Source: an optimization exercise on an open RTL-to-GDS flow (aim: small area, a short achievable clock period and few clock cycles per item). Production flows keep margins and buffers that such runs may drop. Only the layout flow was run in this run; the RTL was not checked for function there. No activity file was given, so power comes from the tool's default toggle rates.

$ cat design/flow/flow/run.sh
#!/bin/bash
# Standard layout, with plain buffers (not delay cells) on the ports.
set -euo pipefail
export BUFFER_PORTS_ARGS="-buffer_cell sky130_fd_sc_hd__buf_1"
bash standard.sh > standard.log 2>&1
$ cat design/flow/standard.sh
#!/bin/bash
# synth_recipe.tcl (not shown) runs the flow's synth.tcl, then flattens the netlist and writes it again
# the make line also repeats each setting of config.mk as NAME=value (left out here)
make -C /OpenROAD-flow-scripts/flow DESIGN_CONFIG=/design/flow/config.mk WORK_HOME=/design/flow/orfs CLKGATE_MAP_FILE= SYNTH_SCRIPT=/design/flow/synth_recipe.tcl "${@:-finish}"
$ cat design/flow/config.mk
export PLATFORM = sky130hd
export DESIGN_NAME = gsm7_septet
export DESIGN_NICKNAME = gsm7_septet
export VERILOG_FILES = /design/flow/design.v
export SDC_FILE = /design/flow/constraint.sdc
export NUM_CORES = 4
export LEC_CHECK = 0
export CAP_MARGIN = 20
export CORE_MARGIN = 2
export CORE_UTILIZATION = 40
export SETUP_SLACK_MARGIN = 4
export SLEW_MARGIN = 20
$ cat design/flow/constraint.sdc
create_clock -name core_clock -period 7.0 [get_ports {clk}]
set_input_delay 1.4000 -clock core_clock [delete_from_list [all_inputs] [get_ports {clk}]]
set_output_delay 1.4000 -clock core_clock [all_outputs]
set_load 0.01 [all_outputs]
$ cat design/flow/design.v
module gsm7_septet (
    input  wire        clk,
    input  wire        rst,           
    input  wire        cmd_valid,
    output wire        cmd_ready,
    input  wire [2:0]  cmd_op,
    input  wire [15:0] cmd_len,
    input  wire [7:0]  cmd_hdr_len,
    input  wire        in_valid,
    output wire        in_ready,
    input  wire [31:0] in_data,
    output wire        out_valid,
    input  wire        out_ready,
    output wire [7:0]  out_data,
    output wire        res_valid,
    input  wire        res_ready,
    output wire [7:0]  res_err,
    output wire [7:0]  res_count
);
    reg         busy;        
    reg         rv;          
    reg         crdy;        
    reg         flt;         
    reg         m_pack;      
    reg         m_hdr;       
    reg         m_hex;       
    reg  [10:0] rem;         
    reg  [7:0]  cnt;         
    reg  [2:0]  hl;          
    reg  [14:0] acc;         
    reg  [3:0]  k;           
    reg         hexhi;       
    reg         skip;        
    reg  [4:0]  err;
    reg  [7:0]  ob;          
    reg         ov;          
    reg         olo;         
    wire len_big = (|cmd_len[15:11]) | (cmd_len[10] & (|cmd_len[9:0]));
    wire op_pack = (cmd_op == 3'd0);
    wire op_hdr  = (cmd_op == 3'd1);
    reg  [4:0] pf;
    always @* begin
        if (cmd_op[2] & cmd_op[1])                     pf = 5'h10;
        else if (len_big)                              pf = 5'h12;
        else if (cmd_op == 3'd5)                       pf = 5'h03;
        else if (op_pack & (|cmd_len[10:8]))           pf = 5'h19;
        else if (op_hdr & (cmd_hdr_len > 8'd6))        pf = 5'h17;
        else if (op_hdr & (cmd_len[10:0] > 11'd248))   pf = 5'h19;
        else                                           pf = 5'h00;
    end
    wire pf_any = |pf;
    wire [7:0] len_byte = cmd_len[7:0] + {5'd0, op_hdr, op_hdr, op_hdr};
    wire fault   = flt;
    wire pre     = m_hdr & (cnt < 8'd7);
    wire pre_hdr = pre & (cnt[2:0] < hl);
    wire pre_bit = pre & (cnt[2:0] == 3'd6);
    wire pre_zero = pre & ~pre_hdr & ~pre_bit;
    wire more    = |rem;
    wire en_el   = ~pre & more;
    wire space   = ~k[3];
    wire done_in = ~pre & ~more;
    assign in_ready = busy & (pre_hdr | en_el) & (skip | space | hexhi);
    wire fire = in_valid & in_ready;
    wire hi24 = |in_data[31:8];
    wire c_dig = (in_data[7:0] >= 8'h30) & (in_data[7:0] <= 8'h39);
    wire c_let = ((in_data[7:0] & 8'hDF) >= 8'h41) & ((in_data[7:0] & 8'hDF) <= 8'h46);
    wire c_hex = ~hi24 & (c_dig | c_let);
    wire [3:0] hv = in_data[6] ? (in_data[3:0] + 4'd9) : in_data[3:0];
    wire auto_st = pre_zero | pre_bit;              
    wire [3:0] w = pre_bit ? 4'd1 :
                   (m_pack & ~pre) ? 4'd7 :
                   (m_hex & ~pre & ~hexhi) ? 4'd0 : 4'd8;
    wire st_on = auto_st ? (skip | space) : fire;
    wire go    = st_on & ~skip;                      
    reg  [7:0] sx;          
    reg        st_fault;
    reg  [4:0] st_err;
    reg        st_commit;   
    always @* begin
        sx = in_data[7:0]; st_fault = hi24; st_err = 5'h13; st_commit = 1'b0;
        if (pre) begin
            if (auto_st) sx = 8'd0;
        end else if (m_pack) begin
            sx = {1'b0, in_data[6:0]};
            st_fault = hi24 | in_data[7];
            st_err = 5'h18;
        end else if (m_hex) begin
            st_err = 5'h15;
            st_fault = ~c_hex;
            if (!hexhi) begin
                sx = {hv, 4'd0};
                if (c_hex & (rem == 11'd1)) begin st_fault = 1'b1; st_err = 5'h16; end
            end else begin
                sx = {4'd0, hv};
                st_commit = 1'b1;
            end
        end else begin
            st_commit = 1'b1;
        end
    end
    wire [14:0] ins = {7'd0, sx} << k[2:0];
    wire [14:0] tot = acc | (go ? ins : 15'd0);
    wire [3:0]  kw  = k + w;
    wire [3:0]  kt  = go ? kw : k;
    wire ofree  = ~ov | (out_ready & (olo | ~m_pack));
    wire av_go  = m_pack ? kw[3] : (kw[3] | (&kw[2:0]));
    wire av_no  = m_pack ? (k[3] | (done_in & (|k))) : (k[3] | (&k[2:0]));
    wire avail  = go ? av_go : av_no;
    wire load   = busy & ofree & avail;
    wire left   = m_pack ? (|k) : (k[3] | (&k[2:0]));    
    function automatic [7:0] hex_char(input [3:0] d);
        hex_char = (d <= 4'd9) ? {4'h3, d} : {4'h4, d - 4'd9};
    endfunction
    assign out_valid = ov;
    assign out_data  = m_pack ? hex_char(olo ? ob[3:0] : ob[7:4]) : {1'b0, ob[6:0]};
    assign res_valid = rv;
    assign res_err   = {3'd0, err};
    assign res_count = fault ? 8'd0 : cnt;
    assign cmd_ready = crdy;
    always @(posedge clk) begin
        if (rst) begin
            busy <= 1'b0;
            crdy <= 1'b1;
            rv   <= 1'b0;
            ov   <= 1'b0;
        end else begin
            if (!busy) begin
                if (cmd_valid) begin
                    busy   <= 1'b1;
                    crdy   <= 1'b0;
                    flt    <= pf_any;
                    m_pack <= (op_pack | op_hdr) & ~pf_any;
                    m_hdr  <= op_hdr & ~pf_any;
                    m_hex  <= (cmd_op == 3'd2);
                    rem    <= pf_any ? 11'd0 : cmd_len[10:0];
                    cnt    <= 8'd0;
                    hl     <= cmd_hdr_len[2:0];
                    acc    <= 15'd0;
                    k      <= 4'd0;
                    hexhi  <= 1'b0;
                    skip   <= pf_any;
                    err    <= pf;
                    ob     <= len_byte;
                    ov     <= (op_pack | op_hdr) & ~pf_any;
                    olo    <= 1'b0;
                end
            end else begin
                if (fire & ~pre) rem <= rem - 11'd1;
                if (fire & ~skip & st_fault) begin
                    skip <= 1'b1;
                    flt  <= 1'b1;
                    err  <= st_err;
                end
                if (m_hex & fire & ~pre) hexhi <= ~hexhi;
                if (pre ? st_on : (go & (m_pack | st_commit)))
                    cnt <= cnt + ((~m_pack & (cnt[2:0] == 3'd6)) ? 8'd2 : 8'd1);
                if (go & st_commit & (cnt == 8'd158))
                    skip <= 1'b1;                           
                if (ov & out_ready) begin
                    if (m_pack & ~olo) olo <= 1'b1;
                    else               ov  <= 1'b0;
                end
                if (load) begin
                    ob  <= m_pack ? tot[7:0] : {1'b0, tot[6:0]};
                    ov  <= 1'b1;
                    olo <= 1'b0;
                    if (m_pack) begin
                        acc <= {8'd0, tot[14:8]};
                        k   <= kt[3] ? {1'b0, kt[2:0]} : 4'd0;
                    end else begin
                        acc <= {7'd0, tot[14:7]};
                        k   <= kt - 4'd7;
                    end
                end else begin
                    acc <= tot;
                    k   <= kt;
                end
                if (!rv && done_in && !left && ofree)
                    rv <= 1'b1;
                if (rv && res_ready) begin
                    rv   <= 1'b0;
                    busy <= 1'b0;
                    crdy <= 1'b1;
                end
            end
        end
    end
endmodule
==> flow_metrics.tcl <==
set metrics [dict create \
    power.density_nw_per_um2 168 \
    yosysSeqAreaShare_pct 36.1 \
    slew_headroom_pct 33.1 \
    syn_to_final_growth_pct 49.2 \
    setup_viol 0 \
    path_buf_inv 2 \
    worstPathMaxFanout 3 \
    grt_max_degree 35 \
    async_flop_share_pct 0 \
    dr_wl_met2_mm 8.68 \
    vias_per_cell 5.94 \
    drive_above_1_share_pct 35.9 \
    overflow 0 \
    dr.pass1.iters 5 \
    antenna_cells 0 \
    seq_area_um2 1910 \
    ys.flop_type "edfxtp_1" \
    slowest_stage "edfxtp_1" \
    worstSetupPathDepth 9 \
    syn_avg_cell_area_um2 8.80 \
    antenna_found_initial 0 \
    synth.distinct_cells 80 \
    drcViolationCount 0 \
    status "complete, no violations" \
    post-route-period-util_pct 51.9 \
    io_pins 93 \
    clock_latency_ps 340 \
    rsz0062_at_grt "yes" \
    clock-sinks 65 \
    gp_congestion 0.865 \
    report.final.slew_viol_count 0 \
    period_minus_slack_ps 3630 \
    cp_cell_sequence "buf_6 > mux2i_4 > ha_4 > nor2_4 > nor2_4 > nor2_4 > mux2i_1 > mux2_4 > buf_6" \
    ys_warn_count 1 \
    cts.path.max_buffers 2 \
    tightest_slew_ps 997 \
    wire_per_inst_um 19.1 \
    antenna_left 0 \
    met1_length_mm 7.49 \
    synth-seq-cells 65 \
    nets 844 \
    fin_skew_ps 8.01 \
    fin_total_pwr_mw 1.32 \
    cts.htree.levels 3 \
    syn-cell-area_um2 5300 \
    crit_type "flop to output port" \
    holdCritPathClass "flop to flop" \
    hold_viol_final 0 \
    grt_pass1_vias 5188 \
    die_area_um2 14200 \
    grt_pass1_wl_mm 27.1 \
    max_freq_mhz 275 \
    root_buffer "clkbuf_16" \
    grt_usage_pct 23.9 \
    die_y_um 119 \
    netlist_instances 602 \
    via_count 5576 \
    end_kind "output port" \
    cpMostUsedCell "nor2_4" \
    port_buffers 88 \
    start_util_pct 40.5 \
    top_layer "met4" \
    fin_setup_tns_ps 0 \
    cts.reportedPaths.clkPinSlew_ps 60 \
    cp_slowest_stage_delay_ps 480 \
    leakage_nw 2.83 \
    totalWireLength_mm 17.9 \
    coreArea_um2 13100 \
    critPathTopFamily "multiplexers" \
    maxCapViolations 0 \
    cts_tree "built" \
    multi_input_area_um2 4070 \
    hpwl_mm 11.3 \
    cp.required_ps 5600 \
    cts_hold_buf 0 \
    fill_cells 1048 \
    drt_iter0_markers 381 \
    ir_drop_v 0.000144 \
    synth-edff-count 61 \
    hold_depth 2 \
    row_count 42 \
    start_kind "flop" \
    die_w_um 119 \
    route.met3.wl_mm 1.29 \
    r2r_cells 11 \
    numCtsBuffers 9 \
    critPathArrivalTime_ps 2230 \
]
==> through the flow <==
| step | cell area [µm²] | cells | hold slack, ps | worst slack, ps | utilization [%] |
|---|---|---|---|---|---|
| floorplan | 5480 | 605 | 506 | 3630 | - |
| global placement | 5840 | 836 | 493 | 2910 | 44.7 |
| detailed placement | 5840 | 836 | 503 | 2810 | 44.7 |
| CTS | 7190 | 913 | 517 | 3400 | 54.9 |
| global route | 7900 | 939 | 533 | 3320 | 60.4 |
| finish | 7900 | 939 | 520 | 3370 | 60.4 |
==> power by group <==
part | internal [mW] | switching [mW]
clock network | 0.346 | 0.172
registers | 0.455 | 0.0293
logic | 0.145 | 0.177
total | 0.946 | 0.379
==> cell usage in the layout (no fill, tap or decap), drive strengths merged, types with 4 or more instances in the layout <==
cell type	count
a21o	8
o21ai	41
a21oi	26
edfxtp	61
clkbuf	11
nor2b	15
nand2b	9
a22oi	4
o211ai	5
buf	176
nor4	12
o21a	5
a221oi	4
nand3	26
o22ai	10
a211oi	5
or4	6
xnor2	14
or3	4
mux2i	12
clkinv	4
and2	7
nand2	62
conb	4
and3	9
nor2	49
dfxtp	4
ha	19
inv	28
o31ai	5
xor2	12
a31oi	19
a211o	4
nor3	19
nand4	4
==> synthesized netlist by cell type, types with 4 or more instances <==
library cell  number  area [µm²]
xor2_1            12         105
a22oi_1            4        30.0
buf_2              4        20.0
edfxtp_1          61        1830
o31ai_1            5        37.5
or3_1              4        25.0
nand2b_1           9        56.3
o21a_1             5        37.5
buf_4              4        30.0
ha_1              19         238
dfxtp_1            4        80.1
nand3_1           25         125
a211oi_1           5        37.5
and3_1             9        56.3
o211ai_1           5        37.5
mux2i_1           12         120
nor3_1            17        85.1
nor2_1            49         184
inv_1             29         109
o21ai_0           41         205
and2_1             7        43.8
a21oi_1           24         120
o22ai_1           10        62.6
a21o_1             8        60.1
a211o_1            4        35.0
a31oi_1           18         113
a221oi_1           4        35.0
nor2b_1           15        93.8
nand4_1            4        25.0
xnor2_1           14         123
nor4_1            11        68.8
clkbuf_1          23        86.3
or4_1              5        37.5
nand2_1           61         229
==> cell families (layout without fill, tap and decap cells) <==
kind of cell	Yosys count	after routing	synth area share, %
XOR/XNOR	26	26	4.30
multiplexers	15	15	2.91
AO/OA/AOI/OAI	174	174	22.9
buffers and inverters	66	224	5.34
AND/OR/NAND/NOR	234	234	23.2
flip-flops	65	65	36.1
adder cells (fa/ha/maj)	21	21	5.24
other	1	4	0.0708
==> per-layer routing <==
metal  up-vias  GRT usage [%]
li1       2568              -
met1      2670           31.8
met2       296           39.4
met3        42           3.74
met4         0           8.71
met5         -              0
==> cell type report <==
cell class	count	share of cell area [%]
Clock inverter	6	1.35
Inverter	31	1.90
Timing Repair Buffer	177	15.4
Clock buffer	10	2.90
Tap cell	176	2.79
Multi-Input combinational cell	474	51.5
Sequential cell	65	24.2
==> flip-flops by register name, indices dropped and copies added, names as in the netlist, 3 cells and up <==
register,flops
acc,15
rem,11
cnt,8
ob,8
err,5
k,4
hl,3
==> repair_timing <==
action | CTS | global route
gates resized for setup | 123 | 114
gates cloned | 0 | 0
endpoints found under the setup margin | 90 | 82
pin swaps | 44 | 64
setup buffers | 61 | 26
==> worst register-to-register path: stages, from the launching register on <==
cell      delay (ps)
edfxtp_1         430
nor4b_4          390
nand3_4          160
buf_6            160
buf_4            170
a21oi_4          370
o21ai_0          240
o211a_1          220
or3_4            450
nand2_4          130
inv_6             50
nor2_4           230
==> path summary, 6_finish.rpt <==
| kind | startpoint | end | slack (ps) |
|---|---|---|---|
| worst min-delay path | crdy$_SDFFE_PP1P_ | crdy$_SDFFE_PP1P_ | 520 |
| worst max-delay path | olo$_SDFFCE_PN0P_ | out_data[1] | 3370 |
| worst max register to register | cnt[7]$_SDFFCE_PN0P_ | ob[0]$_DFFE_PP_ | 3660 |
| worst min register to register | crdy$_SDFFE_PP1P_ | crdy$_SDFFE_PP1P_ | 520 |

[port drivers added, routing unchanged]
In the flow no input, the clock included, has a driving cell. The finished layout below was timed again as built, in two steps. Step 1 assumes that a clkbuf_16 drives the clock port and a buf_2 every other input. Step 2, shift: input delay + t, output delay - t, t = (earliest + latest rising clock arrival at the registers) / 2. This alone moves slack from input paths to output paths. Three values: ideal, step 1, step 2; two values: the first two.
shift t [ns]: 0.379
slack for setup (ns): 3.366 / 3.325 / 3.378
worst setup path after step 2: input to register
After both steps this run still meets setup and hold. The setup slack of this run moves by -0.041 ns with the drivers and by +0.012 ns with both steps.
